From an optimization exercise on the open Yosys and OpenROAD flow, aimed at small area, a short achievable clock period and few clock cycles per item; shortcuts taken in it are not production practice. Function was checked by simulation only, so behaviour that the tests miss may differ from the original.

## flow/design.v (module list and top-level ports; edited modules follow where they fit)
// module gz_isqrt: 13 lines
// module gz_add: 41 lines
// module gz_cordic: 44 lines
// module gz_recur: 714 lines
// module gz_post: 101 lines
// module gz_core: 36 lines
module gz_core (
  input  wire        clk,
  input  wire        rst,
  input  wire [17:0] cfg_coef,
  input  wire [17:0] cfg_sin,
  input  wire [7:0]  cfg_nm1,
  input  wire        in_valid,
  output wire        in_ready,
  input  wire [15:0] in_data,
  output wire        out_valid,
  input  wire        out_ready,
  output wire [31:0] out_re,
  output wire [31:0] out_im,
  output wire [31:0] out_mag,
  output wire [15:0] out_ph
);
  // ...
==> flow/flow/run.sh <==
#!/bin/bash
# The standard layout, with the timing repair asked to reach a setup
# slack of SETUP_SLACK_MARGIN ns at the design's clock, and the port
# buffers made of the smallest buffer cell (the clock, constraints and every
# other setting stay the standard flow's own).
set -euo pipefail
bash standard.sh SETUP_SLACK_MARGIN=7 "BUFFER_PORTS_ARGS=-buffer_cell sky130_fd_sc_hd__buf_1" finish > flow_make.log 2>&1
==> flow/standard.sh <==
#!/bin/bash
# synth_recipe.tcl (not shown) runs the flow's synth.tcl, then flattens the netlist and writes it again
# the make line also repeats each setting of config.mk as NAME=value (left out here)
make -C /OpenROAD-flow-scripts/flow DESIGN_CONFIG=/design/flow/config.mk WORK_HOME=/design/flow/orfs CLKGATE_MAP_FILE= SYNTH_SCRIPT=/design/flow/synth_recipe.tcl "${@:-finish}"
==> flow/config.mk <==
export PLATFORM = sky130hd
export DESIGN_NAME = gz_core
export DESIGN_NICKNAME = gz_core
export VERILOG_FILES = /design/flow/design.v
export SDC_FILE = /design/flow/constraint.sdc
export NUM_CORES = 4
export LEC_CHECK = 0
export ABC_AREA = 1
export CAP_MARGIN = 20
export CORE_MARGIN = 2
export CORE_UTILIZATION = 55
export PLACE_DENSITY = 0.7
export SLEW_MARGIN = 20
==> flow/constraint.sdc <==
create_clock -name core_clock -period 14.0 [get_ports {clk}]
set_input_delay 2.8000 -clock core_clock [delete_from_list [all_inputs] [get_ports {clk}]]
set_output_delay 2.8000 -clock core_clock [all_outputs]
set_load 0.01 [all_outputs]
==> reports/results.txt, run 1 <==
Status = timing/DRC/antenna clean
Die Y = 283 um
CP delay by family, top = adder cells
M2 GR Usage = 60.1%
Fmax = 0.146 GHz
WHS = 0.430 ns
TritonRoute pass-1 iters = 8
GR Util met1 = 49.6%
Worst EP arrival = 7.31 ns
Final setup margin = 7.14 ns
Hold_sp = u_post.s[2]$_DFF_P_
Most common cell in the synthesized netlist = nand2_1
Most common cell on crit path = fa_1
Layer with the highest usage = met2
Area delta synth->final = 7.95%
Post-CTS setup buffers = 9
Commonest non-fill, non-tap cells in the layout = nand2_1, inv_1, xor2_1
Largest family of logic cells by synthesized area = adder cells
Multi-input combinational gate total = 3,890
Number of port buffers = 177
Resize count post-CTS = 58
CP peak stage delay = 0.70 ns
Synth top area share = 17.2%
Width of the chip = 283 um
Overall Global Routing Usage = 38.9%
# clk buffers = 53
Testbench counts, summed over its fixed seeds: cycles 12,854, items 96.
==> module gz_recur, before the edit <==
module gz_recur (
  input  wire        clk,
  input  wire        rst,
  input  wire [17:0] cfg_coef,
  input  wire [17:0] cfg_sin,
  input  wire [7:0]  cfg_nm1,
  input  wire        in_valid,
  output wire        in_ready,
  input  wire [15:0] in_data,
  input  wire        post_free,
  output wire        re_v,
  output wire        im_v,
  output wire [31:0] res_re,
  output wire [31:0] res_im
);
  reg  [31:0] d1;
  reg  [32:0] dr;       
  reg  [1:0]  dc;       
  reg         xen;      
  reg  [8:0]  c_one;    
  reg  [8:0]  c_two;    
  reg  [8:0]  c_neg;
  reg  [17:0] sq;
  reg  [7:0]  cnt;
  reg         first;
  reg         fin1;
  reg         fin2;
  assign in_ready = !fin1;
  wire fire  = in_valid && !fin1;
  wire go1   = fin1 && post_free;
  wire last  = first ? (cfg_nm1 == 8'd0) : (cnt == 8'd1);
  wire [8:0]  negs;
  wire [32:0] pr0, pr1, pr2, pr3, pr4, pr5, pr6, pr7, pr8;
  wire [32:0] prs [0:8];
  wire [17:0] cnew = fire ? cfg_coef : sq;
  wire [8:0]  n_one, n_two, n_neg;
  genvar j;
  generate
    for (j = 0; j < 9; j = j + 1) begin : g_booth
      wire b2 = cnew[2*j+1];
      wire b1 = cnew[2*j];
      wire b0 = (j == 0) ? 1'b0 : cnew[2*j-1];
      assign n_one[j] = b1 ^ b0;
      assign n_two[j] = (b2 & ~b1 & ~b0) | (~b2 & b1 & b0);
      assign n_neg[j] = b2;
      wire [32:0] mag = ({33{c_one[j]}} & {d1[31], d1}) | ({33{c_two[j]}} & {d1, 1'b0});
      wire [32:0] pp  = mag ^ {33{c_neg[j]}};
      assign prs[j]  = {~pp[32], pp[31:0]};
      assign negs[j] = c_neg[j];
    end
  endgenerate
  assign pr0 = prs[0]; assign pr1 = prs[1]; assign pr2 = prs[2];
  assign pr3 = prs[3]; assign pr4 = prs[4]; assign pr5 = prs[5];
  assign pr6 = prs[6]; assign pr7 = prs[7]; assign pr8 = prs[8];
  wire [48:0] xrow = {17'd0, ~(xen & in_data[15]), {15{xen}} & in_data[14:0], 16'd0};
  wire [48:0] drow = {dr, 16'd0};
  wire [48:0] crow = {31'd0, dc, 16'd0};
  wire [31:0] dv   = first ? 32'd0 : d1;
  wire [31:0] ndv  = ~dv;
  wire [1:0]  topf = ndv[31:30] + 2'd1;
  wire [32:0] dr_n = last ? {topf, ndv[29:0], 1'b0} : {1'b0, dv[31], ndv[30:0]};
  wire t1 = negs[1] ^ pr0[2];
  wire t2 = negs[1] & pr0[2];
  wire t3 = pr0[3] ^ pr1[1];
  wire t4 = pr0[3] & pr1[1];
  wire t5 = negs[2] ^ pr0[4] ^ pr1[2];
  wire t6 = (negs[2] & pr0[4]) | (negs[2] & pr1[2]) | (pr0[4] & pr1[2]);
  wire t7 = pr2[0] ^ t4;
  wire t8 = pr2[0] & t4;
  wire t9 = pr0[5] ^ pr1[3] ^ pr2[1];
  wire t10 = (pr0[5] & pr1[3]) | (pr0[5] & pr2[1]) | (pr1[3] & pr2[1]);
  wire t11 = t6 ^ t9;
  wire t12 = t6 & t9;
  wire t13 = negs[3] ^ pr0[6] ^ pr1[4];
  wire t14 = (negs[3] & pr0[6]) | (negs[3] & pr1[4]) | (pr0[6] & pr1[4]);
  wire t15 = pr2[2] ^ pr3[0] ^ t10;
  wire t16 = (pr2[2] & pr3[0]) | (pr2[2] & t10) | (pr3[0] & t10);
  wire t17 = t13 ^ t12;
  wire t18 = t13 & t12;
  wire t19 = pr0[7] ^ pr1[5] ^ pr2[3];
  wire t20 = (pr0[7] & pr1[5]) | (pr0[7] & pr2[3]) | (pr1[5] & pr2[3]);
  wire t21 = pr3[1] ^ t14 ^ t19;
  wire t22 = (pr3[1] & t14) | (pr3[1] & t19) | (t14 & t19);
  wire t23 = t16 ^ t21;
  wire t24 = t16 & t21;
  wire t25 = negs[4] ^ pr0[8] ^ pr1[6];
  wire t26 = (negs[4] & pr0[8]) | (negs[4] & pr1[6]) | (pr0[8] & pr1[6]);
  wire t27 = pr2[4] ^ pr3[2] ^ pr4[0];
  wire t28 = (pr2[4] & pr3[2]) | (pr2[4] & pr4[0]) | (pr3[2] & pr4[0]);
  wire t29 = t20 ^ t25 ^ t27;
  wire t30 = (t20 & t25) | (t20 & t27) | (t25 & t27);
  wire t31 = t22 ^ t29;
  wire t32 = t22 & t29;
  wire t33 = pr0[9] ^ pr1[7] ^ pr2[5];
  wire t34 = (pr0[9] & pr1[7]) | (pr0[9] & pr2[5]) | (pr1[7] & pr2[5]);
  wire t35 = pr3[3] ^ pr4[1] ^ t26;
  wire t36 = (pr3[3] & pr4[1]) | (pr3[3] & t26) | (pr4[1] & t26);
  wire t37 = t28 ^ t33 ^ t30;
  wire t38 = (t28 & t33) | (t28 & t30) | (t33 & t30);
  wire t39 = t35 ^ t32;
  wire t40 = t35 & t32;
  wire t41 = negs[5] ^ pr0[10] ^ pr1[8];
  wire t42 = (negs[5] & pr0[10]) | (negs[5] & pr1[8]) | (pr0[10] & pr1[8]);
  wire t43 = pr2[6] ^ pr3[4] ^ pr4[2];
  wire t44 = (pr2[6] & pr3[4]) | (pr2[6] & pr4[2]) | (pr3[4] & pr4[2]);
  wire t45 = pr5[0] ^ t34 ^ t41;
  wire t46 = (pr5[0] & t34) | (pr5[0] & t41) | (t34 & t41);
  wire t47 = t43 ^ t36 ^ t45;
  wire t48 = (t43 & t36) | (t43 & t45) | (t36 & t45);
  wire t49 = t38 ^ t47;
  wire t50 = t38 & t47;
  wire t51 = pr0[11] ^ pr1[9] ^ pr2[7];
  wire t52 = (pr0[11] & pr1[9]) | (pr0[11] & pr2[7]) | (pr1[9] & pr2[7]);
  wire t53 = pr3[5] ^ pr4[3] ^ pr5[1];
  wire t54 = (pr3[5] & pr4[3]) | (pr3[5] & pr5[1]) | (pr4[3] & pr5[1]);
  wire t55 = t42 ^ t44 ^ t51;
  wire t56 = (t42 & t44) | (t42 & t51) | (t44 & t51);
  wire t57 = t53 ^ t46 ^ t55;
  wire t58 = (t53 & t46) | (t53 & t55) | (t46 & t55);
  wire t59 = t48 ^ t57;
  wire t60 = t48 & t57;
  wire t61 = negs[6] ^ pr0[12] ^ pr1[10];
  wire t62 = (negs[6] & pr0[12]) | (negs[6] & pr1[10]) | (pr0[12] & pr1[10]);
  wire t63 = pr2[8] ^ pr3[6] ^ pr4[4];
  wire t64 = (pr2[8] & pr3[6]) | (pr2[8] & pr4[4]) | (pr3[6] & pr4[4]);
  wire t65 = pr5[2] ^ pr6[0] ^ t52;
  wire t66 = (pr5[2] & pr6[0]) | (pr5[2] & t52) | (pr6[0] & t52);
  wire t67 = t54 ^ t61 ^ t63;
  wire t68 = (t54 & t61) | (t54 & t63) | (t61 & t63);
  wire t69 = t56 ^ t65 ^ t67;
  wire t70 = (t56 & t65) | (t56 & t67) | (t65 & t67);
  wire t71 = t58 ^ t69;
  wire t72 = t58 & t69;
  wire t73 = pr0[13] ^ pr1[11] ^ pr2[9];
  wire t74 = (pr0[13] & pr1[11]) | (pr0[13] & pr2[9]) | (pr1[11] & pr2[9]);
  wire t75 = pr3[7] ^ pr4[5] ^ pr5[3];
  wire t76 = (pr3[7] & pr4[5]) | (pr3[7] & pr5[3]) | (pr4[5] & pr5[3]);
  wire t77 = pr6[1] ^ t62 ^ t64;
  wire t78 = (pr6[1] & t62) | (pr6[1] & t64) | (t62 & t64);
  wire t79 = t73 ^ t75 ^ t66;
  wire t80 = (t73 & t75) | (t73 & t66) | (t75 & t66);
  wire t81 = t68 ^ t77 ^ t79;
  wire t82 = (t68 & t77) | (t68 & t79) | (t77 & t79);
  wire t83 = t70 ^ t72;
  wire t84 = t70 & t72;
  wire t85 = negs[7] ^ pr0[14] ^ pr1[12];
  wire t86 = (negs[7] & pr0[14]) | (negs[7] & pr1[12]) | (pr0[14] & pr1[12]);
  wire t87 = pr2[10] ^ pr3[8] ^ pr4[6];
  wire t88 = (pr2[10] & pr3[8]) | (pr2[10] & pr4[6]) | (pr3[8] & pr4[6]);
  wire t89 = pr5[4] ^ pr6[2] ^ pr7[0];
  wire t90 = (pr5[4] & pr6[2]) | (pr5[4] & pr7[0]) | (pr6[2] & pr7[0]);
  wire t91 = t74 ^ t76 ^ t85;
  wire t92 = (t74 & t76) | (t74 & t85) | (t76 & t85);
  wire t93 = t87 ^ t89 ^ t78;
  wire t94 = (t87 & t89) | (t87 & t78) | (t89 & t78);
  wire t95 = t91 ^ t80 ^ t93;
  wire t96 = (t91 & t80) | (t91 & t93) | (t80 & t93);
  wire t97 = t82 ^ t95;
  wire t98 = t82 & t95;
  wire t99 = pr0[15] ^ pr1[13] ^ pr2[11];
  wire t100 = (pr0[15] & pr1[13]) | (pr0[15] & pr2[11]) | (pr1[13] & pr2[11]);
  wire t101 = pr3[9] ^ pr4[7] ^ pr5[5];
  wire t102 = (pr3[9] & pr4[7]) | (pr3[9] & pr5[5]) | (pr4[7] & pr5[5]);
  wire t103 = pr6[3] ^ pr7[1] ^ t86;
  wire t104 = (pr6[3] & pr7[1]) | (pr6[3] & t86) | (pr7[1] & t86);
  wire t105 = t88 ^ t90 ^ t101;
  wire t106 = (t88 & t90) | (t88 & t101) | (t90 & t101);
  wire t107 = t99 ^ t103 ^ t92;
  wire t108 = (t99 & t103) | (t99 & t92) | (t103 & t92);
  wire t109 = t105 ^ t94 ^ t107;
  wire t110 = (t105 & t94) | (t105 & t107) | (t94 & t107);
  wire t111 = t96 ^ t109;
  wire t112 = t96 & t109;
  wire t113 = crow[16] ^ negs[8] ^ drow[16];
  wire t114 = (crow[16] & negs[8]) | (crow[16] & drow[16]) | (negs[8] & drow[16]);
  wire t115 = pr0[16] ^ pr1[14] ^ pr2[12];
  wire t116 = (pr0[16] & pr1[14]) | (pr0[16] & pr2[12]) | (pr1[14] & pr2[12]);
  wire t117 = pr3[10] ^ pr4[8] ^ pr5[6];
  wire t118 = (pr3[10] & pr4[8]) | (pr3[10] & pr5[6]) | (pr4[8] & pr5[6]);
  wire t119 = pr6[4] ^ pr7[2] ^ pr8[0];
  wire t120 = (pr6[4] & pr7[2]) | (pr6[4] & pr8[0]) | (pr7[2] & pr8[0]);
  wire t121 = t113 ^ t100 ^ t102;
  wire t122 = (t113 & t100) | (t113 & t102) | (t100 & t102);
  wire t123 = t115 ^ t117 ^ t119;
  wire t124 = (t115 & t117) | (t115 & t119) | (t117 & t119);
  wire t125 = t104 ^ t106 ^ t121;
  wire t126 = (t104 & t106) | (t104 & t121) | (t106 & t121);
  wire t127 = t123 ^ t108 ^ xrow[16];
  wire t128 = (t123 & t108) | (t123 & xrow[16]) | (t108 & xrow[16]);
  wire t129 = t125 ^ t127 ^ t110;
  wire t130 = (t125 & t127) | (t125 & t110) | (t127 & t110);
  wire t131 = crow[17] ^ drow[17] ^ pr0[17];
  wire t132 = (crow[17] & drow[17]) | (crow[17] & pr0[17]) | (drow[17] & pr0[17]);
  wire t133 = pr1[15] ^ pr2[13] ^ pr3[11];
  wire t134 = (pr1[15] & pr2[13]) | (pr1[15] & pr3[11]) | (pr2[13] & pr3[11]);
  wire t135 = pr4[9] ^ pr5[7] ^ pr6[5];
  wire t136 = (pr4[9] & pr5[7]) | (pr4[9] & pr6[5]) | (pr5[7] & pr6[5]);
  wire t137 = pr7[3] ^ pr8[1] ^ t114;
  wire t138 = (pr7[3] & pr8[1]) | (pr7[3] & t114) | (pr8[1] & t114);
  wire t139 = t116 ^ t118 ^ t120;
  wire t140 = (t116 & t118) | (t116 & t120) | (t118 & t120);
  wire t141 = t131 ^ t133 ^ t135;
  wire t142 = (t131 & t133) | (t131 & t135) | (t133 & t135);
  wire t143 = t137 ^ t122 ^ t124;
  wire t144 = (t137 & t122) | (t137 & t124) | (t122 & t124);
  wire t145 = t139 ^ t141 ^ t126;
  wire t146 = (t139 & t141) | (t139 & t126) | (t141 & t126);
  wire t147 = xrow[17] ^ t143 ^ t128;
  wire t148 = (xrow[17] & t143) | (xrow[17] & t128) | (t143 & t128);
  wire t149 = t145 ^ t147;
  wire t150 = t145 & t147;
  wire t151 = drow[18] ^ pr0[18] ^ pr1[16];
  wire t152 = (drow[18] & pr0[18]) | (drow[18] & pr1[16]) | (pr0[18] & pr1[16]);
  wire t153 = pr2[14] ^ pr3[12] ^ pr4[10];
  wire t154 = (pr2[14] & pr3[12]) | (pr2[14] & pr4[10]) | (pr3[12] & pr4[10]);
  wire t155 = pr5[8] ^ pr6[6] ^ pr7[4];
  wire t156 = (pr5[8] & pr6[6]) | (pr5[8] & pr7[4]) | (pr6[6] & pr7[4]);
  wire t157 = pr8[2] ^ t132 ^ t134;
  wire t158 = (pr8[2] & t132) | (pr8[2] & t134) | (t132 & t134);
  wire t159 = t136 ^ t138 ^ t151;
  wire t160 = (t136 & t138) | (t136 & t151) | (t138 & t151);
  wire t161 = t153 ^ t155 ^ t140;
  wire t162 = (t153 & t155) | (t153 & t140) | (t155 & t140);
  wire t163 = t142 ^ t157 ^ t159;
  wire t164 = (t142 & t157) | (t142 & t159) | (t157 & t159);
  wire t165 = t144 ^ t161 ^ xrow[18];
  wire t166 = (t144 & t161) | (t144 & xrow[18]) | (t161 & xrow[18]);
  wire t167 = t163 ^ t146 ^ t165;
  wire t168 = (t163 & t146) | (t163 & t165) | (t146 & t165);
  wire t169 = t148 ^ t167;
  wire t170 = t148 & t167;
  wire t171 = drow[19] ^ pr0[19] ^ pr1[17];
  wire t172 = (drow[19] & pr0[19]) | (drow[19] & pr1[17]) | (pr0[19] & pr1[17]);
  wire t173 = pr2[15] ^ pr3[13] ^ pr4[11];
  wire t174 = (pr2[15] & pr3[13]) | (pr2[15] & pr4[11]) | (pr3[13] & pr4[11]);
  wire t175 = pr5[9] ^ pr6[7] ^ pr7[5];
  wire t176 = (pr5[9] & pr6[7]) | (pr5[9] & pr7[5]) | (pr6[7] & pr7[5]);
  wire t177 = pr8[3] ^ t152 ^ t154;
  wire t178 = (pr8[3] & t152) | (pr8[3] & t154) | (t152 & t154);
  wire t179 = t156 ^ t171 ^ t173;
  wire t180 = (t156 & t171) | (t156 & t173) | (t171 & t173);
  wire t181 = t175 ^ t158 ^ t160;
  wire t182 = (t175 & t158) | (t175 & t160) | (t158 & t160);
  wire t183 = t177 ^ t179 ^ t162;
  wire t184 = (t177 & t179) | (t177 & t162) | (t179 & t162);
  wire t185 = xrow[19] ^ t164 ^ t181;
  wire t186 = (xrow[19] & t164) | (xrow[19] & t181) | (t164 & t181);
  wire t187 = t166 ^ t183 ^ t185;
  wire t188 = (t166 & t183) | (t166 & t185) | (t183 & t185);
  wire t189 = t168 ^ t187;
  wire t190 = t168 & t187;
  wire t191 = drow[20] ^ pr0[20] ^ pr1[18];
  wire t192 = (drow[20] & pr0[20]) | (drow[20] & pr1[18]) | (pr0[20] & pr1[18]);
  wire t193 = pr2[16] ^ pr3[14] ^ pr4[12];
  wire t194 = (pr2[16] & pr3[14]) | (pr2[16] & pr4[12]) | (pr3[14] & pr4[12]);
  wire t195 = pr5[10] ^ pr6[8] ^ pr7[6];
  wire t196 = (pr5[10] & pr6[8]) | (pr5[10] & pr7[6]) | (pr6[8] & pr7[6]);
  wire t197 = pr8[4] ^ t172 ^ t174;
  wire t198 = (pr8[4] & t172) | (pr8[4] & t174) | (t172 & t174);
  wire t199 = t176 ^ t191 ^ t193;
  wire t200 = (t176 & t191) | (t176 & t193) | (t191 & t193);
  wire t201 = t195 ^ t178 ^ t180;
  wire t202 = (t195 & t178) | (t195 & t180) | (t178 & t180);
  wire t203 = t197 ^ t199 ^ t182;
  wire t204 = (t197 & t199) | (t197 & t182) | (t199 & t182);
  wire t205 = xrow[20] ^ t201 ^ t184;
  wire t206 = (xrow[20] & t201) | (xrow[20] & t184) | (t201 & t184);
  wire t207 = t203 ^ t186 ^ t205;
  wire t208 = (t203 & t186) | (t203 & t205) | (t186 & t205);
  wire t209 = t188 ^ t190;
  wire t210 = t188 & t190;
  wire t211 = drow[21] ^ pr0[21] ^ pr1[19];
  wire t212 = (drow[21] & pr0[21]) | (drow[21] & pr1[19]) | (pr0[21] & pr1[19]);
  wire t213 = pr2[17] ^ pr3[15] ^ pr4[13];
  wire t214 = (pr2[17] & pr3[15]) | (pr2[17] & pr4[13]) | (pr3[15] & pr4[13]);
  wire t215 = pr5[11] ^ pr6[9] ^ pr7[7];
  wire t216 = (pr5[11] & pr6[9]) | (pr5[11] & pr7[7]) | (pr6[9] & pr7[7]);
  wire t217 = pr8[5] ^ t192 ^ t194;
  wire t218 = (pr8[5] & t192) | (pr8[5] & t194) | (t192 & t194);
  wire t219 = t196 ^ t211 ^ t213;
  wire t220 = (t196 & t211) | (t196 & t213) | (t211 & t213);
  wire t221 = t215 ^ t198 ^ t200;
  wire t222 = (t215 & t198) | (t215 & t200) | (t198 & t200);
  wire t223 = t217 ^ t219 ^ t202;
  wire t224 = (t217 & t219) | (t217 & t202) | (t219 & t202);
  wire t225 = xrow[21] ^ t221 ^ t204;
  wire t226 = (xrow[21] & t221) | (xrow[21] & t204) | (t221 & t204);
  wire t227 = t223 ^ t206 ^ t225;
  wire t228 = (t223 & t206) | (t223 & t225) | (t206 & t225);
  wire t229 = t208 ^ t227;
  wire t230 = t208 & t227;
  wire t231 = drow[22] ^ pr0[22] ^ pr1[20];
  wire t232 = (drow[22] & pr0[22]) | (drow[22] & pr1[20]) | (pr0[22] & pr1[20]);
  wire t233 = pr2[18] ^ pr3[16] ^ pr4[14];
  wire t234 = (pr2[18] & pr3[16]) | (pr2[18] & pr4[14]) | (pr3[16] & pr4[14]);
  wire t235 = pr5[12] ^ pr6[10] ^ pr7[8];
  wire t236 = (pr5[12] & pr6[10]) | (pr5[12] & pr7[8]) | (pr6[10] & pr7[8]);
  wire t237 = pr8[6] ^ t212 ^ t214;
  wire t238 = (pr8[6] & t212) | (pr8[6] & t214) | (t212 & t214);
  wire t239 = t216 ^ t231 ^ t233;
  wire t240 = (t216 & t231) | (t216 & t233) | (t231 & t233);
  wire t241 = t235 ^ t218 ^ t220;
  wire t242 = (t235 & t218) | (t235 & t220) | (t218 & t220);
  wire t243 = t237 ^ t239 ^ t222;
  wire t244 = (t237 & t239) | (t237 & t222) | (t239 & t222);
  wire t245 = xrow[22] ^ t241 ^ t224;
  wire t246 = (xrow[22] & t241) | (xrow[22] & t224) | (t241 & t224);
  wire t247 = t243 ^ t226 ^ t245;
  wire t248 = (t243 & t226) | (t243 & t245) | (t226 & t245);
  wire t249 = t228 ^ t247;
  wire t250 = t228 & t247;
  wire t251 = drow[23] ^ pr0[23] ^ pr1[21];
  wire t252 = (drow[23] & pr0[23]) | (drow[23] & pr1[21]) | (pr0[23] & pr1[21]);
  wire t253 = pr2[19] ^ pr3[17] ^ pr4[15];
  wire t254 = (pr2[19] & pr3[17]) | (pr2[19] & pr4[15]) | (pr3[17] & pr4[15]);
  wire t255 = pr5[13] ^ pr6[11] ^ pr7[9];
  wire t256 = (pr5[13] & pr6[11]) | (pr5[13] & pr7[9]) | (pr6[11] & pr7[9]);
  wire t257 = pr8[7] ^ t232 ^ t234;
  wire t258 = (pr8[7] & t232) | (pr8[7] & t234) | (t232 & t234);
  wire t259 = t236 ^ t251 ^ t253;
  wire t260 = (t236 & t251) | (t236 & t253) | (t251 & t253);
  wire t261 = t255 ^ t238 ^ t240;
  wire t262 = (t255 & t238) | (t255 & t240) | (t238 & t240);
  wire t263 = t257 ^ t259 ^ t242;
  wire t264 = (t257 & t259) | (t257 & t242) | (t259 & t242);
  wire t265 = xrow[23] ^ t261 ^ t244;
  wire t266 = (xrow[23] & t261) | (xrow[23] & t244) | (t261 & t244);
  wire t267 = t263 ^ t246 ^ t265;
  wire t268 = (t263 & t246) | (t263 & t265) | (t246 & t265);
  wire t269 = t248 ^ t267;
  wire t270 = t248 & t267;
  wire t271 = drow[24] ^ pr0[24] ^ pr1[22];
  wire t272 = (drow[24] & pr0[24]) | (drow[24] & pr1[22]) | (pr0[24] & pr1[22]);
  wire t273 = pr2[20] ^ pr3[18] ^ pr4[16];
  wire t274 = (pr2[20] & pr3[18]) | (pr2[20] & pr4[16]) | (pr3[18] & pr4[16]);
  wire t275 = pr5[14] ^ pr6[12] ^ pr7[10];
  wire t276 = (pr5[14] & pr6[12]) | (pr5[14] & pr7[10]) | (pr6[12] & pr7[10]);
  wire t277 = pr8[8] ^ t252 ^ t254;
  wire t278 = (pr8[8] & t252) | (pr8[8] & t254) | (t252 & t254);
  wire t279 = t256 ^ t271 ^ t273;
  wire t280 = (t256 & t271) | (t256 & t273) | (t271 & t273);
  wire t281 = t275 ^ t258 ^ t260;
  wire t282 = (t275 & t258) | (t275 & t260) | (t258 & t260);
  wire t283 = t277 ^ t279 ^ t262;
  wire t284 = (t277 & t279) | (t277 & t262) | (t279 & t262);
  wire t285 = xrow[24] ^ t281 ^ t264;
  wire t286 = (xrow[24] & t281) | (xrow[24] & t264) | (t281 & t264);
  wire t287 = t283 ^ t266 ^ t285;
  wire t288 = (t283 & t266) | (t283 & t285) | (t266 & t285);
  wire t289 = t268 ^ t287;
  wire t290 = t268 & t287;
  wire t291 = drow[25] ^ pr0[25] ^ pr1[23];
  wire t292 = (drow[25] & pr0[25]) | (drow[25] & pr1[23]) | (pr0[25] & pr1[23]);
  wire t293 = pr2[21] ^ pr3[19] ^ pr4[17];
  wire t294 = (pr2[21] & pr3[19]) | (pr2[21] & pr4[17]) | (pr3[19] & pr4[17]);
  wire t295 = pr5[15] ^ pr6[13] ^ pr7[11];
  wire t296 = (pr5[15] & pr6[13]) | (pr5[15] & pr7[11]) | (pr6[13] & pr7[11]);
  wire t297 = pr8[9] ^ t272 ^ t274;
  wire t298 = (pr8[9] & t272) | (pr8[9] & t274) | (t272 & t274);
  wire t299 = t276 ^ t291 ^ t293;
  wire t300 = (t276 & t291) | (t276 & t293) | (t291 & t293);
  wire t301 = t295 ^ t278 ^ t280;
  wire t302 = (t295 & t278) | (t295 & t280) | (t278 & t280);
  wire t303 = t297 ^ t299 ^ t282;
  wire t304 = (t297 & t299) | (t297 & t282) | (t299 & t282);
  wire t305 = xrow[25] ^ t301 ^ t284;
  wire t306 = (xrow[25] & t301) | (xrow[25] & t284) | (t301 & t284);
  wire t307 = t303 ^ t286 ^ t305;
  wire t308 = (t303 & t286) | (t303 & t305) | (t286 & t305);
  wire t309 = t288 ^ t307;
  wire t310 = t288 & t307;
  wire t311 = drow[26] ^ pr0[26] ^ pr1[24];
  wire t312 = (drow[26] & pr0[26]) | (drow[26] & pr1[24]) | (pr0[26] & pr1[24]);
  wire t313 = pr2[22] ^ pr3[20] ^ pr4[18];
  wire t314 = (pr2[22] & pr3[20]) | (pr2[22] & pr4[18]) | (pr3[20] & pr4[18]);
  wire t315 = pr5[16] ^ pr6[14] ^ pr7[12];
  wire t316 = (pr5[16] & pr6[14]) | (pr5[16] & pr7[12]) | (pr6[14] & pr7[12]);
  wire t317 = pr8[10] ^ t292 ^ t294;
  wire t318 = (pr8[10] & t292) | (pr8[10] & t294) | (t292 & t294);
  wire t319 = t296 ^ t311 ^ t313;
  wire t320 = (t296 & t311) | (t296 & t313) | (t311 & t313);
  wire t321 = t315 ^ t298 ^ t300;
  wire t322 = (t315 & t298) | (t315 & t300) | (t298 & t300);
  wire t323 = t317 ^ t319 ^ t302;
  wire t324 = (t317 & t319) | (t317 & t302) | (t319 & t302);
  wire t325 = xrow[26] ^ t321 ^ t304;
  wire t326 = (xrow[26] & t321) | (xrow[26] & t304) | (t321 & t304);
  wire t327 = t323 ^ t306 ^ t325;
  wire t328 = (t323 & t306) | (t323 & t325) | (t306 & t325);
  wire t329 = t308 ^ t327;
  wire t330 = t308 & t327;
  wire t331 = drow[27] ^ pr0[27] ^ pr1[25];
  wire t332 = (drow[27] & pr0[27]) | (drow[27] & pr1[25]) | (pr0[27] & pr1[25]);
  wire t333 = pr2[23] ^ pr3[21] ^ pr4[19];
  wire t334 = (pr2[23] & pr3[21]) | (pr2[23] & pr4[19]) | (pr3[21] & pr4[19]);
  wire t335 = pr5[17] ^ pr6[15] ^ pr7[13];
  wire t336 = (pr5[17] & pr6[15]) | (pr5[17] & pr7[13]) | (pr6[15] & pr7[13]);
  wire t337 = pr8[11] ^ t312 ^ t314;
  wire t338 = (pr8[11] & t312) | (pr8[11] & t314) | (t312 & t314);
  wire t339 = t316 ^ t331 ^ t333;
  wire t340 = (t316 & t331) | (t316 & t333) | (t331 & t333);
  wire t341 = t335 ^ t318 ^ t320;
  wire t342 = (t335 & t318) | (t335 & t320) | (t318 & t320);
  wire t343 = t337 ^ t339 ^ t322;
  wire t344 = (t337 & t339) | (t337 & t322) | (t339 & t322);
  wire t345 = xrow[27] ^ t341 ^ t324;
  wire t346 = (xrow[27] & t341) | (xrow[27] & t324) | (t341 & t324);
  wire t347 = t343 ^ t326 ^ t345;
  wire t348 = (t343 & t326) | (t343 & t345) | (t326 & t345);
  wire t349 = t328 ^ t347;
  wire t350 = t328 & t347;
  wire t351 = drow[28] ^ pr0[28] ^ pr1[26];
  wire t352 = (drow[28] & pr0[28]) | (drow[28] & pr1[26]) | (pr0[28] & pr1[26]);
  wire t353 = pr2[24] ^ pr3[22] ^ pr4[20];
  wire t354 = (pr2[24] & pr3[22]) | (pr2[24] & pr4[20]) | (pr3[22] & pr4[20]);
  wire t355 = pr5[18] ^ pr6[16] ^ pr7[14];
  wire t356 = (pr5[18] & pr6[16]) | (pr5[18] & pr7[14]) | (pr6[16] & pr7[14]);
  wire t357 = pr8[12] ^ t332 ^ t334;
  wire t358 = (pr8[12] & t332) | (pr8[12] & t334) | (t332 & t334);
  wire t359 = t336 ^ t351 ^ t353;
  wire t360 = (t336 & t351) | (t336 & t353) | (t351 & t353);
  wire t361 = t355 ^ t338 ^ t340;
  wire t362 = (t355 & t338) | (t355 & t340) | (t338 & t340);
  wire t363 = t357 ^ t359 ^ t342;
  wire t364 = (t357 & t359) | (t357 & t342) | (t359 & t342);
  wire t365 = xrow[28] ^ t361 ^ t344;
  wire t366 = (xrow[28] & t361) | (xrow[28] & t344) | (t361 & t344);
  wire t367 = t363 ^ t346 ^ t365;
  wire t368 = (t363 & t346) | (t363 & t365) | (t346 & t365);
  wire t369 = t348 ^ t367;
  wire t370 = t348 & t367;
  wire t371 = drow[29] ^ pr0[29] ^ pr1[27];
  wire t372 = (drow[29] & pr0[29]) | (drow[29] & pr1[27]) | (pr0[29] & pr1[27]);
  wire t373 = pr2[25] ^ pr3[23] ^ pr4[21];
  wire t374 = (pr2[25] & pr3[23]) | (pr2[25] & pr4[21]) | (pr3[23] & pr4[21]);
  wire t375 = pr5[19] ^ pr6[17] ^ pr7[15];
  wire t376 = (pr5[19] & pr6[17]) | (pr5[19] & pr7[15]) | (pr6[17] & pr7[15]);
  wire t377 = pr8[13] ^ t352 ^ t354;
  wire t378 = (pr8[13] & t352) | (pr8[13] & t354) | (t352 & t354);
  wire t379 = t356 ^ t371 ^ t373;
  wire t380 = (t356 & t371) | (t356 & t373) | (t371 & t373);
  wire t381 = t375 ^ t358 ^ t360;
  wire t382 = (t375 & t358) | (t375 & t360) | (t358 & t360);
  wire t383 = t377 ^ t379 ^ t362;
  wire t384 = (t377 & t379) | (t377 & t362) | (t379 & t362);
  wire t385 = xrow[29] ^ t381 ^ t364;
  wire t386 = (xrow[29] & t381) | (xrow[29] & t364) | (t381 & t364);
  wire t387 = t383 ^ t366 ^ t385;
  wire t388 = (t383 & t366) | (t383 & t385) | (t366 & t385);
  wire t389 = t368 ^ t387;
  wire t390 = t368 & t387;
  wire t391 = drow[30] ^ pr0[30] ^ pr1[28];
  wire t392 = (drow[30] & pr0[30]) | (drow[30] & pr1[28]) | (pr0[30] & pr1[28]);
  wire t393 = pr2[26] ^ pr3[24] ^ pr4[22];
  wire t394 = (pr2[26] & pr3[24]) | (pr2[26] & pr4[22]) | (pr3[24] & pr4[22]);
  wire t395 = pr5[20] ^ pr6[18] ^ pr7[16];
  wire t396 = (pr5[20] & pr6[18]) | (pr5[20] & pr7[16]) | (pr6[18] & pr7[16]);
  wire t397 = pr8[14] ^ t372 ^ t374;
  wire t398 = (pr8[14] & t372) | (pr8[14] & t374) | (t372 & t374);
  wire t399 = t376 ^ t391 ^ t393;
  wire t400 = (t376 & t391) | (t376 & t393) | (t391 & t393);
  wire t401 = t395 ^ t378 ^ t380;
  wire t402 = (t395 & t378) | (t395 & t380) | (t378 & t380);
  wire t403 = t397 ^ t399 ^ t382;
  wire t404 = (t397 & t399) | (t397 & t382) | (t399 & t382);
  wire t405 = xrow[30] ^ t401 ^ t384;
  wire t406 = (xrow[30] & t401) | (xrow[30] & t384) | (t401 & t384);
  wire t407 = t403 ^ t386 ^ t405;
  wire t408 = (t403 & t386) | (t403 & t405) | (t386 & t405);
  wire t409 = t388 ^ t407;
  wire t410 = t388 & t407;
  wire t411 = 1'b1 ^ drow[31] ^ pr0[31];
  wire t412 = (1'b1 & drow[31]) | (1'b1 & pr0[31]) | (drow[31] & pr0[31]);
  wire t413 = pr1[29] ^ pr2[27] ^ pr3[25];
  wire t414 = (pr1[29] & pr2[27]) | (pr1[29] & pr3[25]) | (pr2[27] & pr3[25]);
  wire t415 = pr4[23] ^ pr5[21] ^ pr6[19];
  wire t416 = (pr4[23] & pr5[21]) | (pr4[23] & pr6[19]) | (pr5[21] & pr6[19]);
  wire t417 = pr7[17] ^ pr8[15] ^ t392;
  wire t418 = (pr7[17] & pr8[15]) | (pr7[17] & t392) | (pr8[15] & t392);
  wire t419 = t394 ^ t396 ^ t411;
  wire t420 = (t394 & t396) | (t394 & t411) | (t396 & t411);
  wire t421 = t413 ^ t415 ^ t398;
  wire t422 = (t413 & t415) | (t413 & t398) | (t415 & t398);
  wire t423 = t400 ^ t417 ^ t419;
  wire t424 = (t400 & t417) | (t400 & t419) | (t417 & t419);
  wire t425 = t402 ^ t421 ^ xrow[31];
  wire t426 = (t402 & t421) | (t402 & xrow[31]) | (t421 & xrow[31]);
  wire t427 = t423 ^ t404 ^ t425;
  wire t428 = (t423 & t404) | (t423 & t425) | (t404 & t425);
  wire t429 = t406 ^ t427 ^ t408;
  wire t430 = (t406 & t427) | (t406 & t408) | (t427 & t408);
  wire t431 = drow[32] ^ pr0[32] ^ pr1[30];
  wire t432 = (drow[32] & pr0[32]) | (drow[32] & pr1[30]) | (pr0[32] & pr1[30]);
  wire t433 = pr2[28] ^ pr3[26] ^ pr4[24];
  wire t434 = (pr2[28] & pr3[26]) | (pr2[28] & pr4[24]) | (pr3[26] & pr4[24]);
  wire t435 = pr5[22] ^ pr6[20] ^ pr7[18];
  wire t436 = (pr5[22] & pr6[20]) | (pr5[22] & pr7[18]) | (pr6[20] & pr7[18]);
  wire t437 = pr8[16] ^ t412 ^ t414;
  wire t438 = (pr8[16] & t412) | (pr8[16] & t414) | (t412 & t414);
  wire t439 = t416 ^ t431 ^ t433;
  wire t440 = (t416 & t431) | (t416 & t433) | (t431 & t433);
  wire t441 = t435 ^ t418 ^ t420;
  wire t442 = (t435 & t418) | (t435 & t420) | (t418 & t420);
  wire t443 = t437 ^ t439 ^ t422;
  wire t444 = (t437 & t439) | (t437 & t422) | (t439 & t422);
  wire t445 = t424 ^ t441 ^ t426;
  wire t446 = (t424 & t441) | (t424 & t426) | (t441 & t426);
  wire t447 = t443 ^ t428 ^ t445;
  wire t448 = (t443 & t428) | (t443 & t445) | (t428 & t445);
  wire t449 = 1'b1 ^ drow[33] ^ pr1[31];
  wire t450 = (1'b1 & drow[33]) | (1'b1 & pr1[31]) | (drow[33] & pr1[31]);
  wire t451 = pr2[29] ^ pr3[27] ^ pr4[25];
  wire t452 = (pr2[29] & pr3[27]) | (pr2[29] & pr4[25]) | (pr3[27] & pr4[25]);
  wire t453 = pr5[23] ^ pr6[21] ^ pr7[19];
  wire t454 = (pr5[23] & pr6[21]) | (pr5[23] & pr7[19]) | (pr6[21] & pr7[19]);
  wire t455 = pr8[17] ^ t432 ^ t434;
  wire t456 = (pr8[17] & t432) | (pr8[17] & t434) | (t432 & t434);
  wire t457 = t436 ^ t449 ^ t451;
  wire t458 = (t436 & t449) | (t436 & t451) | (t449 & t451);
  wire t459 = t453 ^ t438 ^ t440;
  wire t460 = (t453 & t438) | (t453 & t440) | (t438 & t440);
  wire t461 = t455 ^ t457 ^ t442;
  wire t462 = (t455 & t457) | (t455 & t442) | (t457 & t442);
  wire t463 = t459 ^ t444 ^ t461;
  wire t464 = (t459 & t444) | (t459 & t461) | (t444 & t461);
  wire t465 = t446 ^ t463;
  wire t466 = t446 & t463;
  wire t467 = drow[34] ^ pr1[32] ^ pr2[30];
  wire t468 = (drow[34] & pr1[32]) | (drow[34] & pr2[30]) | (pr1[32] & pr2[30]);
  wire t469 = pr3[28] ^ pr4[26] ^ pr5[24];
  wire t470 = (pr3[28] & pr4[26]) | (pr3[28] & pr5[24]) | (pr4[26] & pr5[24]);
  wire t471 = pr6[22] ^ pr7[20] ^ pr8[18];
  wire t472 = (pr6[22] & pr7[20]) | (pr6[22] & pr8[18]) | (pr7[20] & pr8[18]);
  wire t473 = t450 ^ t452 ^ t454;
  wire t474 = (t450 & t452) | (t450 & t454) | (t452 & t454);
  wire t475 = t467 ^ t469 ^ t471;
  wire t476 = (t467 & t469) | (t467 & t471) | (t469 & t471);
  wire t477 = t456 ^ t458 ^ t473;
  wire t478 = (t456 & t458) | (t456 & t473) | (t458 & t473);
  wire t479 = t475 ^ t460 ^ t477;
  wire t480 = (t475 & t460) | (t475 & t477) | (t460 & t477);
  wire t481 = t462 ^ t479 ^ t464;
  wire t482 = (t462 & t479) | (t462 & t464) | (t479 & t464);
  wire t483 = 1'b1 ^ drow[35] ^ pr2[31];
  wire t484 = (1'b1 & drow[35]) | (1'b1 & pr2[31]) | (drow[35] & pr2[31]);
  wire t485 = pr3[29] ^ pr4[27] ^ pr5[25];
  wire t486 = (pr3[29] & pr4[27]) | (pr3[29] & pr5[25]) | (pr4[27] & pr5[25]);
  wire t487 = pr6[23] ^ pr7[21] ^ pr8[19];
  wire t488 = (pr6[23] & pr7[21]) | (pr6[23] & pr8[19]) | (pr7[21] & pr8[19]);
  wire t489 = t468 ^ t470 ^ t472;
  wire t490 = (t468 & t470) | (t468 & t472) | (t470 & t472);
  wire t491 = t483 ^ t485 ^ t487;
  wire t492 = (t483 & t485) | (t483 & t487) | (t485 & t487);
  wire t493 = t474 ^ t476 ^ t489;
  wire t494 = (t474 & t476) | (t474 & t489) | (t476 & t489);
  wire t495 = t491 ^ t478 ^ t493;
  wire t496 = (t491 & t478) | (t491 & t493) | (t478 & t493);
  wire t497 = t480 ^ t495;
  wire t498 = t480 & t495;
  wire t499 = drow[36] ^ pr2[32] ^ pr3[30];
  wire t500 = (drow[36] & pr2[32]) | (drow[36] & pr3[30]) | (pr2[32] & pr3[30]);
  wire t501 = pr4[28] ^ pr5[26] ^ pr6[24];
  wire t502 = (pr4[28] & pr5[26]) | (pr4[28] & pr6[24]) | (pr5[26] & pr6[24]);
  wire t503 = pr7[22] ^ pr8[20] ^ t484;
  wire t504 = (pr7[22] & pr8[20]) | (pr7[22] & t484) | (pr8[20] & t484);
  wire t505 = t486 ^ t488 ^ t499;
  wire t506 = (t486 & t488) | (t486 & t499) | (t488 & t499);
  wire t507 = t501 ^ t490 ^ t492;
  wire t508 = (t501 & t490) | (t501 & t492) | (t490 & t492);
  wire t509 = t503 ^ t505 ^ t494;
  wire t510 = (t503 & t505) | (t503 & t494) | (t505 & t494);
  wire t511 = t507 ^ t509 ^ t496;
  wire t512 = (t507 & t509) | (t507 & t496) | (t509 & t496);
  wire t513 = 1'b1 ^ drow[37] ^ pr3[31];
  wire t514 = (1'b1 & drow[37]) | (1'b1 & pr3[31]) | (drow[37] & pr3[31]);
  wire t515 = pr4[29] ^ pr5[27] ^ pr6[25];
  wire t516 = (pr4[29] & pr5[27]) | (pr4[29] & pr6[25]) | (pr5[27] & pr6[25]);
  wire t517 = pr7[23] ^ pr8[21] ^ t500;
  wire t518 = (pr7[23] & pr8[21]) | (pr7[23] & t500) | (pr8[21] & t500);
  wire t519 = t502 ^ t513 ^ t515;
  wire t520 = (t502 & t513) | (t502 & t515) | (t513 & t515);
  wire t521 = t504 ^ t506 ^ t517;
  wire t522 = (t504 & t506) | (t504 & t517) | (t506 & t517);
  wire t523 = t519 ^ t508 ^ t521;
  wire t524 = (t519 & t508) | (t519 & t521) | (t508 & t521);
  wire t525 = t510 ^ t523;
  wire t526 = t510 & t523;
  wire t527 = drow[38] ^ pr3[32] ^ pr4[30];
  wire t528 = (drow[38] & pr3[32]) | (drow[38] & pr4[30]) | (pr3[32] & pr4[30]);
  wire t529 = pr5[28] ^ pr6[26] ^ pr7[24];
  wire t530 = (pr5[28] & pr6[26]) | (pr5[28] & pr7[24]) | (pr6[26] & pr7[24]);
  wire t531 = pr8[22] ^ t514 ^ t516;
  wire t532 = (pr8[22] & t514) | (pr8[22] & t516) | (t514 & t516);
  wire t533 = t527 ^ t529 ^ t518;
  wire t534 = (t527 & t529) | (t527 & t518) | (t529 & t518);
  wire t535 = t520 ^ t531 ^ t522;
  wire t536 = (t520 & t531) | (t520 & t522) | (t531 & t522);
  wire t537 = t533 ^ t535 ^ t524;
  wire t538 = (t533 & t535) | (t533 & t524) | (t535 & t524);
  wire t539 = 1'b1 ^ drow[39] ^ pr4[31];
  wire t540 = (1'b1 & drow[39]) | (1'b1 & pr4[31]) | (drow[39] & pr4[31]);
  wire t541 = pr5[29] ^ pr6[27] ^ pr7[25];
  wire t542 = (pr5[29] & pr6[27]) | (pr5[29] & pr7[25]) | (pr6[27] & pr7[25]);
  wire t543 = pr8[23] ^ t528 ^ t530;
  wire t544 = (pr8[23] & t528) | (pr8[23] & t530) | (t528 & t530);
  wire t545 = t539 ^ t541 ^ t532;
  wire t546 = (t539 & t541) | (t539 & t532) | (t541 & t532);
  wire t547 = t543 ^ t534 ^ t545;
  wire t548 = (t543 & t534) | (t543 & t545) | (t534 & t545);
  wire t549 = t536 ^ t547;
  wire t550 = t536 & t547;
  wire t551 = drow[40] ^ pr4[32] ^ pr5[30];
  wire t552 = (drow[40] & pr4[32]) | (drow[40] & pr5[30]) | (pr4[32] & pr5[30]);
  wire t553 = pr6[28] ^ pr7[26] ^ pr8[24];
  wire t554 = (pr6[28] & pr7[26]) | (pr6[28] & pr8[24]) | (pr7[26] & pr8[24]);
  wire t555 = t540 ^ t542 ^ t551;
  wire t556 = (t540 & t542) | (t540 & t551) | (t542 & t551);
  wire t557 = t553 ^ t544 ^ t555;
  wire t558 = (t553 & t544) | (t553 & t555) | (t544 & t555);
  wire t559 = t546 ^ t557 ^ t548;
  wire t560 = (t546 & t557) | (t546 & t548) | (t557 & t548);
  wire t561 = 1'b1 ^ drow[41] ^ pr5[31];
  wire t562 = (1'b1 & drow[41]) | (1'b1 & pr5[31]) | (drow[41] & pr5[31]);
  wire t563 = pr6[29] ^ pr7[27] ^ pr8[25];
  wire t564 = (pr6[29] & pr7[27]) | (pr6[29] & pr8[25]) | (pr7[27] & pr8[25]);
  wire t565 = t552 ^ t554 ^ t561;
  wire t566 = (t552 & t554) | (t552 & t561) | (t554 & t561);
  wire t567 = t563 ^ t556 ^ t565;
  wire t568 = (t563 & t556) | (t563 & t565) | (t556 & t565);
  wire t569 = t558 ^ t567;
  wire t570 = t558 & t567;
  wire t571 = drow[42] ^ pr5[32] ^ pr6[30];
  wire t572 = (drow[42] & pr5[32]) | (drow[42] & pr6[30]) | (pr5[32] & pr6[30]);
  wire t573 = pr7[28] ^ pr8[26] ^ t562;
  wire t574 = (pr7[28] & pr8[26]) | (pr7[28] & t562) | (pr8[26] & t562);
  wire t575 = t564 ^ t571 ^ t566;
  wire t576 = (t564 & t571) | (t564 & t566) | (t571 & t566);
  wire t577 = t573 ^ t568 ^ t575;
  wire t578 = (t573 & t568) | (t573 & t575) | (t568 & t575);
  wire t579 = 1'b1 ^ drow[43] ^ pr6[31];
  wire t580 = (1'b1 & drow[43]) | (1'b1 & pr6[31]) | (drow[43] & pr6[31]);
  wire t581 = pr7[29] ^ pr8[27] ^ t572;
  wire t582 = (pr7[29] & pr8[27]) | (pr7[29] & t572) | (pr8[27] & t572);
  wire t583 = t579 ^ t574 ^ t581;
  wire t584 = (t579 & t574) | (t579 & t581) | (t574 & t581);
  wire t585 = t576 ^ t583;
  wire t586 = t576 & t583;
  wire t587 = drow[44] ^ pr6[32] ^ pr7[30];
  wire t588 = (drow[44] & pr6[32]) | (drow[44] & pr7[30]) | (pr6[32] & pr7[30]);
  wire t589 = pr8[28] ^ t580 ^ t587;
  wire t590 = (pr8[28] & t580) | (pr8[28] & t587) | (t580 & t587);
  wire t591 = t582 ^ t589 ^ t584;
  wire t592 = (t582 & t589) | (t582 & t584) | (t589 & t584);
  wire t593 = 1'b1 ^ drow[45] ^ pr7[31];
  wire t594 = (1'b1 & drow[45]) | (1'b1 & pr7[31]) | (drow[45] & pr7[31]);
  wire t595 = pr8[29] ^ t588 ^ t593;
  wire t596 = (pr8[29] & t588) | (pr8[29] & t593) | (t588 & t593);
  wire t597 = t590 ^ t595;
  wire t598 = t590 & t595;
  wire t599 = drow[46] ^ pr7[32] ^ pr8[30];
  wire t600 = (drow[46] & pr7[32]) | (drow[46] & pr8[30]) | (pr7[32] & pr8[30]);
  wire t601 = t594 ^ t599 ^ t596;
  wire t602 = (t594 & t599) | (t594 & t596) | (t599 & t596);
  wire t603 = drow[47] ^ pr8[31] ^ t600;
  wire t604 = (drow[47] & pr8[31]) | (drow[47] & t600) | (pr8[31] & t600);
  wire t605 = drow[48] ^ pr8[32];
  wire t606 = drow[48] & pr8[32];
  wire [48:0] za = {t604, t602, t598, t592, t586, t578, t570, t560, t550, t538, t526, t512, t498, t482, t466, t448, t430, t410, t390, t370, t350, t330, t310, t290, t270, t250, t230, t210, t207, t170, t150, t130, t112, t98, t84, t81, t60, t50, t40, t37, t24, t18, t15, t8, t5, t2, pr1[0], pr0[1], pr0[0]};
  wire [48:0] zb = {t605, t603, t601, t597, t591, t585, t577, t569, t559, t549, t537, t525, t511, t497, t481, t465, t447, t429, t409, t389, t369, t349, t329, t309, t289, t269, t249, t229, t209, t189, t169, t149, t129, t111, t97, t83, t71, t59, t49, t39, t31, t23, t17, t11, t7, t3, t1, 1'b0, negs[0]};
  wire [48:0] z = za + zb;
  wire [31:0] y = z[47:16];
  assign res_re = z[48:17];
  assign res_im = z[47:16];
  assign re_v   = go1;
  assign im_v   = fin2;
  always @(posedge clk) begin
    if (rst) begin
      first <= 1'b1;
      fin1  <= 1'b0;
      fin2  <= 1'b0;
    end else begin
      fin2 <= go1;
      if (go1) fin1 <= 1'b0;
      if (fire) begin
        first <= last;
        if (last) fin1 <= 1'b1;
      end
    end
  end
  always @(posedge clk) begin
    if (go1 || (fire && first)) begin
      c_one <= n_one;
      c_two <= n_two;
      c_neg <= n_neg;
    end
    if (fire) begin
      dr  <= dr_n;
      dc  <= last ? 2'b10 : 2'b01;
      xen <= !last;
      if (first) begin
        sq  <= cfg_sin;
        cnt <= cfg_nm1;
        d1  <= {{16{in_data[15]}}, in_data};
      end else begin
        cnt <= cnt - 8'd1;
        d1  <= y;
      end
    end else if (go1) begin
      dr  <= 33'h0_8000_0000;    
      dc  <= 2'b00;
      xen <= 1'b0;
    end
  end
endmodule
==> inputs of run 2 (changes only) <==
--- a/flow/design.v
+++ b/flow/design.v
@@ -766,5 +766,6 @@
   wire [48:0] za = {t604, t602, t598, t592, t586, t578, t570, t560, t550, t538, t526, t512, t498, t482, t466, t448, t430, t410, t390, t370, t350, t330, t310, t290, t270, t250, t230, t210, t207, t170, t150, t130, t112, t98, t84, t81, t60, t50, t40, t37, t24, t18, t15, t8, t5, t2, pr1[0], pr0[1], pr0[0]};
   wire [48:0] zb = {t605, t603, t601, t597, t591, t585, t577, t569, t559, t549, t537, t525, t511, t497, t481, t465, t447, t429, t409, t389, t369, t349, t329, t309, t289, t269, t249, t229, t209, t189, t169, t149, t129, t111, t97, t83, t71, t59, t49, t39, t31, t23, t17, t11, t7, t3, t1, 1'b0, negs[0]};
-  wire [48:0] z = za + zb;
+  wire [48:0] z;
+  gz_sk #(49) u_cpa (.a(za), .b(zb), .s(z));
   wire [31:0] y = z[47:16];
   assign res_re = z[48:17];
@@ -811,4 +812,32 @@
   end
 endmodule
+module gz_sk #(parameter W = 49) (
+  input  wire [W-1:0] a,
+  input  wire [W-1:0] b,
+  output wire [W-1:0] s
+);
+  localparam L = 6;    
+  wire [W-1:0] p = a ^ b;
+  wire [W-1:0] gg [0:L];
+  wire [W-1:0] pp [0:L];
+  assign gg[0] = a & b;
+  assign pp[0] = p;
+  genvar lv, i;
+  generate
+    for (lv = 0; lv < L; lv = lv + 1) begin : lvl
+      for (i = 0; i < W; i = i + 1) begin : n
+        if (((i >> lv) & 1) == 1) begin : c
+          localparam integer J = ((i >> lv) << lv) - 1;
+          assign gg[lv+1][i] = gg[lv][i] | (pp[lv][i] & gg[lv][J]);
+          assign pp[lv+1][i] = pp[lv][i] & pp[lv][J];
+        end else begin : k
+          assign gg[lv+1][i] = gg[lv][i];
+          assign pp[lv+1][i] = pp[lv][i];
+        end
+      end
+    end
+  endgenerate
+  assign s = p ^ {gg[L][W-2:0], 1'b0};
+endmodule
 module gz_post (
   input  wire        clk,
==> run 2 against run 1 <==
Effect of this change:
- die area decreased by 1.9%
- synthesized cell count fell by 4.0%
- critical path type unchanged
- cell area is 2.2% lower
- via count decreased by 6.6%
- core utilization fell by 0.16 points
- sequential share of layout area up 0.47 points
- area after synthesis shrank 1.9%
- first-iteration DRC count decreased by 16%
==> reports/results.txt, run 2 <==
Synth area leaders = fa_1, edfxtp_1, xor2_1, nand2_1, ha_1
Die ar. = 78,300 um^2
Fin nets = 5,887
M2 GR Usage = 57.3% (-2.8 points)
Setup violators final = 0
Routed Antenna Nets = 0
Clock transition at path regs = 0.06 ns
Worst-Margin Slew = 1.13 ns
Synth top area share = 17.6% (+0.44 points)
DR vias = 37,100
Crit. End Element = flip-flop
Vias/cell = 5.96
RSZ-0062 raised after global routing = false
Layer with the highest usage = met2
Overall Global Routing Usage = 36.4% (-2.5 points)
Ys flop type = edfxtp_1
Overall routed net length = 145 mm
Placement Rows = 101
Starting Density = 55.3%
Crit path max fanout = 21
Die Y = 280 um (-0.96%)
Most instantiated cells after synthesis = nand2_1, inv_1, xor2_1
Largest regs = u_post.s x65, u_post.x x34, u_post.y x34
Slowest cell on crit path = xor2_1
CTS Sinks = 357
CTS tree = yes
Seq/Total Area, Yosys = 22.8%
Fin. Hold Viols = 0
Post-synth EDFFs = 239
Yosys top cell by area = fa_1
Max FFs per register = 65
Drt first-iter violations = 3,984
Synthesized area per cell = 8.06 um^2
Synth Warn # = 8
FF+latch count, synth = 357
Final cell utilization of the core = 59.5%
Most common cell in the synthesized netlist = nand2_1
GR Util met3 = 7.20%
GR Util met1 = 47.1% (-2.5 points)
Global-route wire length before repair = 217 mm
Critical path class = reg -> reg
Setup TNS = 0 ns
Root Driver = clkbuf_16
Worst path required time = 14.46 ns
TritonRoute pass-1 iters = 8 (unchanged)
Width of the chip = 280 um (-0.96%)
CP peak stage delay = 0.64 ns (-0.06 ns)
Fraction of registers with async set/reset = 0%
Area delta synth->final = 7.65%
I/O Pins = 178
Commonest non-fill, non-tap cells in the layout = nand2_1, inv_1, xor2_1
Top reg by flops = u_post.s
Mapped cell area = 41,900 um^2
Drc violations = 0
CTS Buffer Depth = 3
Fmax = 0.146 GHz (about the same)
Core Area = 75,700 um^2
Vias in the first global route = 35,800
Number of port buffers = 177 (unchanged)
Max-cap violations = 0
Final HPWL DP = 109 mm
Clk_skew = 0.0257 ns
Fill cell count = 6,916
Synth cell types = 62
Drt wl/cell = 23.3 um
Worst-Skew Late Latency = 0.61 ns
Most common cell on crit path = fa_1
Minimum clock period = 6.87 ns
Max-slew headroom = 24.0%
GRT overflow = 0
Inserted Clock Buffers = 43
H-tree lvl count = 2
Final Max Tran Viols = 0
Syn Nets = 5,880
Startpoint Class = flip-flop
Largest net degree at the start of global routing = 92
Tcrit/Tclk final = 49.0%
Initial antenna violation count = 1
Status = timing/DRC/antenna clean
Most common cell after layout, fill and taps aside = nand2_1
Post-Syn Instances = 5,197
Ant diodes = 0
Layout cell share with drive strength beyond 1 = 6.26%
Worst Hold Class = reg -> reg
Placer Congestion = 1.12
Worst EP arrival = 7.33 ns (+0.02 ns)
## run 2: changes by cell type after synthesis, moves of 14 or more
cell	delta
a31oi_1	-21
or2_2	+18
nand3_1	+42
o21ai_1	-26
o21ai_0	-37
and2_1	+14
a21oi_1	-50
xnor2_1	+17
o21ai_2	+19
nor2_1	-68
nand2_1	-92
## run 2: repair_timing
item	CTS	global route
resized for setup	29	41
hold endpoints to repair	0	0
pin swaps	3	4
buffers inserted	6	29
setup endpoints to repair	155	98
hold buffers	0	0
gates cloned	2	3
## run 2: final cells by class
cell class              count  area [um^2]  area share [%]
clock inverters            26          425           0.944
inverters                 834         3220            7.14
repair buffers            289         1660            3.69
flip-flops and latches    357         9540            21.2
multi-input cells        3678        27800            61.8
repair inverters            1         5.00          0.0111
well taps                 978         1220            2.72
clock buffers              54         1160            2.57
## run 2: metal layers
metal | vias up | wire length [um]
met2 | 2053 | 63700
met5 | - | 0
met1 | 17600 | 56600
li1 | 17000 | -
met4 | 0 | 9460
met3 | 406 | 14900
## run 2: path summary, 6_finish.rpt
path / from / end / slack [ns] / depth (start not counted)
worst max-delay path: u_recur.c_neg[8]$_DFFE_PP_ / u_recur.d1[12]$_DFFE_PP_ / 7.13 / 25
worst min-delay path: u_post.s[1]$_SDFF_PN0_ / u_post.s[3]$_DFF_P_ / 0.43 / 2
worst max register to register: u_recur.c_neg[8]$_DFFE_PP_ / u_recur.d1[12]$_DFFE_PP_ / 7.13 / 25
worst min register to register: u_post.s[1]$_SDFF_PN0_ / u_post.s[3]$_DFF_P_ / 0.43 / 2
## run 2: metrics by stage
stage	instance area, um^2	setup slack, ns	cells	hold WS (ns)
floorplan	41900	7.36	5197	0.396
global placement	42800	5.46	6096	0.413
detailed placement	42800	5.44	6096	0.408
CTS	44600	7.01	6184	0.430
global route	45100	6.99	6217	0.464
finish	45100	7.13	6217	0.428
## run 2: worst max-delay path, delay by kind of cell, from the launching register on
family,cells,cell delay (ns)
fa+ha+maj,9,3.50
simple gates,5,0.51
flops,1,0.35
compound gates,3,0.48
buf+inv,7,1.22
xor+xnor,1,0.64
## run 2: cells by family after synthesis
| group | share of synthesized area (%) |
|---|---|
| compound gates | 15.2 |
| xor+xnor | 11.3 |
| fa+ha+maj | 25.1 |
| buf+inv | 11.1 |
| flops | 22.8 |
| mux | 0.335 |
| simple gates | 14.2 |
Testbench counts of run 2, summed over its fixed seeds: cycles 12,854, items 96.
==> inputs of run 3 (changes only) <==
--- a/flow/flow/run.sh
+++ b/flow/flow/run.sh
@@ -5,3 +5,3 @@
 # other setting stay the standard flow's own).
 set -euo pipefail
-bash standard.sh SETUP_SLACK_MARGIN=7 "BUFFER_PORTS_ARGS=-buffer_cell sky130_fd_sc_hd__buf_1" finish > flow_make.log 2>&1
+bash standard.sh SETUP_SLACK_MARGIN=7.5 "BUFFER_PORTS_ARGS=-buffer_cell sky130_fd_sc_hd__buf_1" finish > flow_make.log 2>&1
==> run 3 against run 2 <==
Effect of this change:
- still clean
- sequential cell count stayed put
- via count is 0.94% higher
- largest cell class unchanged
==> reports/results.txt, run 3 <==
Status = timing/DRC/antenna clean
Synthesized area per cell = 8.06 um^2 (unchanged)
Drc violations = 0 (unchanged)
Slowest cell on crit path = fa_1
H-tree lvl count = 2 (unchanged)
Fmax = 0.159 GHz (+9.0%)
Fraction of registers with async set/reset = 0% (unchanged)
Largest net degree at the start of global routing = 108 (+17%)
Worst-Skew Late Latency = 0.63 ns (+0.02 ns)
Max-cap violations = 0 (unchanged)
FF+latch count, synth = 357 (unchanged)
Crit. End Element = flip-flop
Top reg by flops = u_post.s
Final Max Tran Viols = 0 (unchanged)
Most common cell after layout, fill and taps aside = nand2_1
Worst path required time = 14.35 ns (-0.11 ns)
Startpoint Class = flip-flop
Post-Syn Instances = 5,197 (unchanged)
Routed Antenna Nets = 0 (unchanged)
Core Area = 75,700 um^2 (unchanged)
Width of the chip = 280 um (unchanged)
Drt wl/cell = 23.0 um (-0.96%)
Crit path max fanout = 14 (-33%)
Starting Density = 55.3% (unchanged)
Fin nets = 5,894 (+0.12%)
Overall Global Routing Usage = 36.0% (-0.36 points)
Mapped cell area = 41,900 um^2 (unchanged)
I/O Pins = 178 (unchanged)
TritonRoute pass-1 iters = 6 (-2)
CTS Hold Bufs = 0 (unchanged)
Worst-Margin Slew = 1.00 ns (-0.128 ns)
Layout cell share with drive strength beyond 1 = 7.51% (+1.3 points)
Inserted Clock Buffers = 44 (+2.3%)
Overall routed net length = 143 mm (-0.85%)
Worst EP arrival = 6.65 ns (-0.68 ns)
Minimum clock period = 6.30 ns (-0.567 ns)
Most common cell in the synthesized netlist = nand2_1
Tcrit/Tclk final = 45.0% (-4.1 points)
Max FFs per register = 65 (unchanged)
FF+latch area = 9540 um^2 (unchanged)
Yosys top cell by area = fa_1
Die Y = 280 um (unchanged)
Most instantiated cells after synthesis = nand2_1, inv_1, xor2_1
Placer Congestion = 1.05 (-6.1%)
Most common cell on crit path = inv_1
Drt first-iter violations = 4,344 (+9.0%)
Initial antenna violation count = 1 (unchanged)
Synth cell types = 62 (unchanged)
Clk_skew = 0.0518 ns (+0.0261 ns)
Critical path class = reg -> reg
Setup TNS = 0 ns (unchanged)
CP peak stage delay = 0.57 ns (-0.07 ns)
Fin. Hold Viols = 0 (unchanged)
CTS Buffer Depth = 3 (unchanged)
Die ar. = 78,300 um^2 (unchanged)
Area delta synth->final = 8.71%
Fill cell count = 6,744 (-2.5%)
Synth Warn # = 8 (unchanged)
Placement Rows = 101 (unchanged)
Vias in the first global route = 36,100 (+0.79%)
Vias/cell = 6.01 (+0.83%)
Max-slew headroom = 33.1% (+9.1 points)
Global-route wire length before repair = 216 mm (-0.17%)
Setup violators final = 0 (unchanged)
Final HPWL DP = 105 mm (-3.0%)
DR vias = 37,400 (+0.94%)
Final cell utilization of the core = 60.1% (+0.59 points)
GRT overflow = 0 (unchanged)
Post-synth EDFFs = 239 (unchanged)
CTS Sinks = 357 (unchanged)
Worst Hold Class = reg -> reg
Synth area leaders = fa_1, edfxtp_1, xor2_1, nand2_1, ha_1
Seq/Total Area, Yosys = 22.8% (unchanged)
RSZ-0062 raised after global routing = true
Syn Nets = 5,880 (unchanged)
Largest regs = u_post.s x65, u_post.x x34, u_post.y x34
Synth top area share = 17.6% (unchanged)
CTS tree = yes
Number of port buffers = 177 (unchanged)
Clock transition at path regs = 0.07 ns (about the same)
Root Driver = clkbuf_16
Area of the multi-input gates = 28,200 um^2 (+1.2%)
Commonest non-fill, non-tap cells in the layout = nand2_1, inv_1, xor2_1
Ys flop type = edfxtp_1
## run 3: changes by cell type in the layout (fill, tap and decap cells not counted), moves of 7 or more
| cell | before | now |
|---|---|---|
| inv_4 | 4 | 17 |
| fa_2 | 0 | 18 |
| buf_4 | 96 | 69 |
| o21ai_1 | 73 | 82 |
| buf_8 | 1 | 8 |
| o21ai_0 | 287 | 276 |
| fa_1 | 368 | 350 |
| buf_6 | 8 | 22 |
| buf_12 | 2 | 11 |
| o22ai_1 | 411 | 403 |
## run 3: critical path, delay by kind of cell, from the launching register on
family / cells / cell delay, ns
and+or+nand+nor: 5 / 0.66
AOI/OAI and AO/OA: 6 / 0.55
adders and majority gates: 8 / 3.22
buffers and inverters: 10 / 1.05
xor gates and xnor gates: 1 / 0.17
DFF: 1 / 0.43
## run 3: layout make-up
class	instances	area share, %
multi-input combinational	3681	61.9
antenna	1	0.00550
sequential	357	21.0
timing repair inverter	2	0.0220
timing repair buffer	291	4.12
clock buffer	53	2.58
tap	978	2.69
inverter	834	7.13
clock inverter	27	0.624
## run 3: kinds of logic (layout without fill, tap and decap cells)
kind of cell	after synthesis	count (layout)	share of synthesized area [%]
other	0	1	0
muxes	14	14	0.335
DFF	357	357	22.8
buffers and inverters	1164	1207	11.1
and+or+nand+nor	1435	1440	14.2
xor gates and xnor gates	538	538	11.3
AOI/OAI and AO/OA	1070	1070	15.2
adders and majority gates	619	619	25.1
## run 3: layer usage
layer	part of all wire [%]	vias to the layer above	GRT usage (%)	wire, um
met1	39	17800	47.3	55600
met2	44	2188	55.4	62700
met4	6.6	0	19.8	9470
met5	0	-	0	0
met3	11	433	7.73	15600
li1	-	17000	-	-
## run 3: final timing paths
path	from	slack [ns]	endpoint	cells past startpoint
worst min-delay path	u_post.s[19]$_DFF_P_	0.41	u_post.s[21]$_DFF_P_	2
worst max-delay path	u_recur.c_one[0]$_DFFE_PP_	7.70	u_post.im[27]$_DFFE_PP_	30
worst min register to register	u_post.s[19]$_DFF_P_	0.41	u_post.s[21]$_DFF_P_	2
worst max register to register	u_recur.c_one[0]$_DFFE_PP_	7.70	u_post.im[27]$_DFFE_PP_	30
## run 3: repair_timing
item,in CTS,in global routing
pin swaps,5,11
gates resized for setup,66,150
cloned,5,4
buffers inserted,19,20
setup endpoints to repair,156,108
## run 3: through the flow
stage	setup slack (ns)	hold slack, ns	area, um^2	instances
final	7.70	0.408	45500	6224
after global routing	7.45	0.425	45500	6224
after CTS	7.46	0.400	44700	6198
after detailed placement	6.18	0.430	42800	6094
after global placement	6.24	0.413	42800	6094
after floorplan	7.55	0.396	41900	5197

afterwards: timing with drivers on the ports:
How much do the figures lean on ideal ports? The routed layouts below were timed once more, with nothing changed but the port constraints.
Step 1 assumes that a clkbuf_16 drives the clock port and a buf_2 every other input.
Step 2 also shifts input and output timing later by t, the mid clock arrival at the registers, as if the neighbouring blocks saw the same clock.
Slacks: ideal / step 1 / step 2; pairs: ideal / step 1.
run | t, ns | setup slack, ns | worst setup path after step 2 | slew at the worst register clock pin (ns) | worst slew at a driven data input, ns
run 1 | 0.677 | 7.138 / 7.138 / 6.821 | input to register | 0.07 / 0.07 | 0.04
run 2 | 0.671 | 7.134 / 7.134 / 7.057 | input to register | 0.06 / 0.06 | 0.07
run 3 | 0.666 | 7.701 / 7.701 / 7.345 | input to register | 0.07 / 0.07 | 0.09
After both steps setup and hold are still met in every run listed. The setup slack of run 3, which loses most, moves by 0.000 ns with the drivers and by -0.356 ns with both steps.
